This design comes from an exercise in tuning for small area, a short achievable clock period and few clock cycles per item on the open sky130 flow, not from production work.
RTL that was checked went through simulation tests only; none was proved equivalent to the original.
No activity file was given, so power comes from the tool's default toggle rates.

==> run B: inputs <==
==> flow/design.v <==
module adf4350_plan (
    input  wire        clk,
    input  wire        rst,           
    input  wire        in_valid,
    output wire        in_ready,
    input  wire [31:0] in_f,          
    input  wire [15:0] in_ref,        
    output wire        out_valid,
    input  wire        out_ready,
    output wire [2:0]  out_div,
    output wire [22:0] out_int,
    output wire [22:0] out_frac,
    output wire [22:0] out_mod
);
    reg        busy;
    reg        done;
    reg [3:0]  cnt;         
    reg [2:0]  div_r;
    reg [23:0] q_r;         
    reg        c_r;         
    reg [2:0]  r5;
    reg [22:0] rem;         
    reg [20:0] mod_q;       
    wire accept = in_valid & in_ready;
    assign in_ready  = ~busy & (~done | out_ready);
    assign out_valid = done;
    reg [2:0] div_sel;
    always @(*) begin
        if      (in_f < 32'd68750)   div_sel = 3'd6;
        else if (in_f < 32'd137500)  div_sel = 3'd5;
        else if (in_f < 32'd275000)  div_sel = 3'd4;
        else if (in_f < 32'd550000)  div_sel = 3'd3;
        else if (in_f < 32'd1100000) div_sel = 3'd2;
        else if (in_f < 32'd2200000) div_sel = 3'd1;
        else                         div_sel = 3'd0;
    end
    wire [5:0]  top_d5 = in_f[31:24] / 3'd5;
    wire [2:0]  top_r5 = in_f[31:24] % 3'd5;
    wire [23:0] f_sh   = div_sel[0] ? {in_f[22:0], 1'b0} : in_f[23:0];
    wire [20:0] mod25  = ({5'd0, in_ref} << 4) + ({5'd0, in_ref} << 3) + {5'd0, in_ref};
    wire        zero_in = (cnt < {2'b00, div_r[2:1]});
    wire        n1 = q_r[23] & ~zero_in;
    wire        n2 = q_r[22] & ~zero_in;
    wire [3:0]  t1  = {r5, n1};                  
    wire        c1  = (t1 >= 4'd5);
    wire [2:0]  r51 = c1 ? (t1 - 4'd5) : t1[2:0];
    wire [3:0]  t2  = {r51, n2};
    wire        c2  = (t2 >= 4'd5);
    wire [2:0]  r52 = c2 ? (t2 - 4'd5) : t2[2:0];
    wire [23:0] d1 = {1'b0, rem} - {3'd0, mod_q};
    wire [23:0] d2 = {1'b0, rem} - {2'd0, mod_q, 1'b0};
    wire [23:0] na  = ~{3'd0, mod_q};
    wire [23:0] nb  = ~{2'd0, mod_q, 1'b0};
    wire [23:0] cs  = {1'b0, rem} ^ na ^ nb;
    wire [23:0] cc  = ({1'b0, rem} & na) | ({1'b0, rem} & nb) | (na & nb);
    wire [23:0] d3  = cs + {cc[22:0], 1'b0} + 24'd2;
    wire        ge1 = ~d1[23];
    wire        ge2 = ~d2[23];
    wire        ge3 = ~d3[23];
    wire [1:0]  dig = ge3 ? 2'd3 : ge2 ? 2'd2 : ge1 ? 2'd1 : 2'd0;
    wire [20:0] rhi = ge3 ? d3[20:0] : ge2 ? d2[20:0] : ge1 ? d1[20:0] : rem[20:0];
    wire [22:0] rm2 = {rhi, c_r, c1};
    assign out_div  = div_r;
    assign out_int  = q_r[22:0];
    assign out_frac = rem + {22'd0, c_r};
    assign out_mod  = {mod_q, 2'b00};
    always @(posedge clk) begin
        if (rst) begin
            busy <= 1'b0;
            done <= 1'b0;
        end else if (accept) begin
            busy <= 1'b1;
            done <= 1'b0;
        end else if (busy) begin
            if (cnt == 4'd0) begin
                busy <= 1'b0;
                done <= 1'b1;
            end
        end else if (out_ready) begin
            done <= 1'b0;
        end
        if (accept) begin
            div_r <= div_sel;
            cnt   <= 4'd11 + {2'b00, div_sel[2:1]};
            q_r   <= f_sh;
            c_r   <= top_d5[0];
            r5    <= top_r5;
            rem   <= {18'd0, top_d5[5:1]};
            mod_q <= mod25;
        end else if (busy) begin
            cnt <= cnt - 4'd1;
            q_r <= {q_r[21:0], dig};
            c_r <= c2;
            r5  <= r52;
            rem <= rm2;
        end
    end
endmodule
==> flow/flow/run.sh <==
#!/bin/bash
set -euo pipefail
export BUFFER_PORTS_ARGS="-buffer_cell sky130_fd_sc_hd__buf_1"
bash standard.sh > orfs_make.log 2>&1
==> flow/standard.sh <==
#!/bin/bash
# synth_recipe.tcl (not shown) runs the flow's synth.tcl, then flattens the netlist and writes it again
# the make line also repeats each setting of config.mk as NAME=value (left out here)
make -C /OpenROAD-flow-scripts/flow DESIGN_CONFIG=/design/flow/config.mk WORK_HOME=/design/flow/orfs CLKGATE_MAP_FILE= SYNTH_SCRIPT=/design/flow/synth_recipe.tcl "${@:-finish}"
==> flow/config.mk <==
export PLATFORM = sky130hd
export DESIGN_NAME = adf4350_plan
export DESIGN_NICKNAME = adf4350_plan
export VERILOG_FILES = /design/flow/design.v
export SDC_FILE = /design/flow/constraint.sdc
export NUM_CORES = 4
export LEC_CHECK = 0
export ABC_AREA = 1
export CAP_MARGIN = 20
export CORE_MARGIN = 2
export CORE_UTILIZATION = 60
export SETUP_SLACK_MARGIN = 2.6
export SLEW_MARGIN = 20
==> flow/constraint.sdc <==
create_clock -name core_clock -period 7.0 [get_ports {clk}]
set_input_delay 1.4000 -clock core_clock [delete_from_list [all_inputs] [get_ports {clk}]]
set_output_delay 1.4000 -clock core_clock [all_outputs]
set_load 0.01 [all_outputs]
==> run K (differences from run B) <==
==> flow/design.v, changed modules only <==
module adf4350_plan (
    input  wire        clk,
    input  wire        rst,           
    input  wire        in_valid,
    output wire        in_ready,
    input  wire [31:0] in_f,          
    input  wire [15:0] in_ref,        
    output wire        out_valid,
    input  wire        out_ready,
    output wire [2:0]  out_div,
    output wire [22:0] out_int,
    output wire [22:0] out_frac,
    output wire [22:0] out_mod
);
    reg        busy;
    reg        done;
    reg [3:0]  cnt;         
    reg [2:0]  div_r;
    reg [23:0] q_r;         
    reg        c_r;         
    reg [2:0]  r5;
    reg [22:0] rem;         
    reg [20:0] mod_q;       
    wire accept = in_valid & in_ready;
    assign in_ready  = ~busy & (~done | out_ready);
    assign out_valid = done;
    reg [2:0] div_sel;
    always @(*) begin
        if      (in_f < 32'd68750)   div_sel = 3'd6;
        else if (in_f < 32'd137500)  div_sel = 3'd5;
        else if (in_f < 32'd275000)  div_sel = 3'd4;
        else if (in_f < 32'd550000)  div_sel = 3'd3;
        else if (in_f < 32'd1100000) div_sel = 3'd2;
        else if (in_f < 32'd2200000) div_sel = 3'd1;
        else                         div_sel = 3'd0;
    end
    wire [5:0]  top_d5 = in_f[31:24] / 3'd5;
    wire [2:0]  top_r5 = in_f[31:24] % 3'd5;
    wire [23:0] f_sh   = div_sel[0] ? {in_f[22:0], 1'b0} : in_f[23:0];
    wire [20:0] mod25  = ({5'd0, in_ref} << 4) + ({5'd0, in_ref} << 3) + {5'd0, in_ref};
    wire        zero_in = (cnt < {2'b00, div_r[2:1]});
    wire        n1 = q_r[23] & ~zero_in;
    wire        n2 = q_r[22] & ~zero_in;
    wire [3:0]  t1  = {r5, n1};                  
    wire        c1  = (t1 >= 4'd5);
    wire [2:0]  r51 = c1 ? (t1 - 4'd5) : t1[2:0];
    wire [23:0] rs1 = {rem, c_r};
    wire [24:0] tr1 = {1'b0, rs1} - {2'b00, mod_q, 2'b00};
    wire        ge1 = ~tr1[24];
    wire [22:0] rm1 = ge1 ? tr1[22:0] : rs1[22:0];
    wire [3:0]  t2  = {r51, n2};
    wire        c2  = (t2 >= 4'd5);
    wire [2:0]  r52 = c2 ? (t2 - 4'd5) : t2[2:0];
    wire [23:0] rs2 = {rm1, c1};
    wire [24:0] tr2 = {1'b0, rs2} - {2'b00, mod_q, 2'b00};
    wire        ge2 = ~tr2[24];
    wire [22:0] rm2 = ge2 ? tr2[22:0] : rs2[22:0];
    assign out_div  = div_r;
    assign out_int  = q_r[22:0];
    assign out_frac = rem + {22'd0, c_r};
    assign out_mod  = {mod_q, 2'b00};
    always @(posedge clk) begin
        if (rst) begin
            busy <= 1'b0;
            done <= 1'b0;
        end else if (accept) begin
            busy <= 1'b1;
            done <= 1'b0;
        end else if (busy) begin
            if (cnt == 4'd0) begin
                busy <= 1'b0;
                done <= 1'b1;
            end
        end else if (out_ready) begin
            done <= 1'b0;
        end
        if (accept) begin
            div_r <= div_sel;
            cnt   <= 4'd11 + {2'b00, div_sel[2:1]};
            q_r   <= f_sh;
            c_r   <= top_d5[0];
            r5    <= top_r5;
            rem   <= {18'd0, top_d5[5:1]};
            mod_q <= mod25;
        end else if (busy) begin
            cnt <= cnt - 4'd1;
            q_r <= {q_r[21:0], ge1, ge2};
            c_r <= c2;
            r5  <= r52;
            rem <= rm2;
        end
    end
endmodule
==> flow/flow/run.sh (replaced) <==
#!/bin/bash
set -euo pipefail
export BUFFER_PORTS_ARGS="-buffer_cell sky130_fd_sc_hd__buf_2"
bash standard.sh > orfs_make.log 2>&1
Settings changed: ABC_AREA 1 to default, ABC_CLOCK_PERIOD_IN_PS from default to 5000, CORE_UTILIZATION 60 to 40, SETUP_SLACK_MARGIN 2.6 to 1.0.
==> qor summary <==
Outcome: run K timing/DRC/antenna clean; run B timing/DRC/antenna clean
Core box area: run K 20,100 sq um; run B 16,000 sq um
Power density normalized to cell area: run K 414 nW/um^2; run B 466 nW/um^2
Layout buffer count excluding clock buffers: run K 132; run B 154
Instance count on the critical path: run K 21; run B 28
Routed metal-1 wire length: run K 10.0 mm; run B 11.4 mm
Flop2flop setup slack: run K 1.40 ns; run B 2.86 ns
Reg-to-reg critical path startpoint: run K rem[1]; run B mod_q[1]
Net Sw Power: run K 1.73 mW; run B 2.76 mW
Buf/Inv on CP: run K 3; run B 5
Share of the clock period used by the worst path after layout: run K 0.799; run B 0.616
Final core utilization: run K 0.458; run B 0.704
Post-synthesis share of cell area spent on xor and xnor gates: run K 0.0741; run B 0.0698
Unrepaired setup endpoints after global routing: run K no; run B yes
Well Taps: run K 270; run B 216
Vias per std cell: run K 5.36; run B 5.76
Unique cell type count in the Yosys netlist: run K 68; run B 54
Post-cts repair resize count: run K 7; run B 11
Reg-to-reg endpoint: run K rem[3]; run B q_r[1]
Fraction of power spent switching nets: run K 0.453; run B 0.525
Share of post-route cells with drive strength above 1: run K 0.171; run B 0.106
Count of inverters other than clock inverters in the layout: run K 60; run B 161
First-pass DRT Iterations: run K 4; run B 5
Portion of total power attributed to combinational logic: run K 0.674; run B 0.731
Met3 wire length: run K 1.11 mm; run B 1.67 mm
Testbench counts of run K, summed over its fixed seeds: cycles 21,748, items 1,600.
The RTL of run B was laid out without a check of its function.

[what the ideal ports hide]
The flow's constraints put no driver on any port. The routed layouts listed below were extracted and timed again, unchanged, in two steps. Step 1 sets driving cells, clkbuf_16 on the clock port and buf_2 on the other inputs (assumed; they add their load-dependent delay and slew). Step 2 times the ports against the registers' clock, not the clock port: input delays grow and output delays shrink by t, the midpoint of the rising clock arrivals with the driver on. Three values: no drivers, after step 1, after step 2; two values: the first two.
run | shift t [ns] | setup WS [ns] | worst setup path after step 2 | slew at the worst register clock pin (ns) | worst slew at a driven data input, ns
run B | 0.378 | 2.686 / 2.701 / 2.323 | input to register | 0.06 / 0.06 | 0.05
run K | 0.392 | 1.404 / 1.404 / 1.404 | register to register | 0.07 / 0.07 | 0.05
After both steps setup and hold are still met in every run listed. The setup slack of run B, which loses most, moves by +0.015 ns with the drivers and by -0.363 ns with both steps.
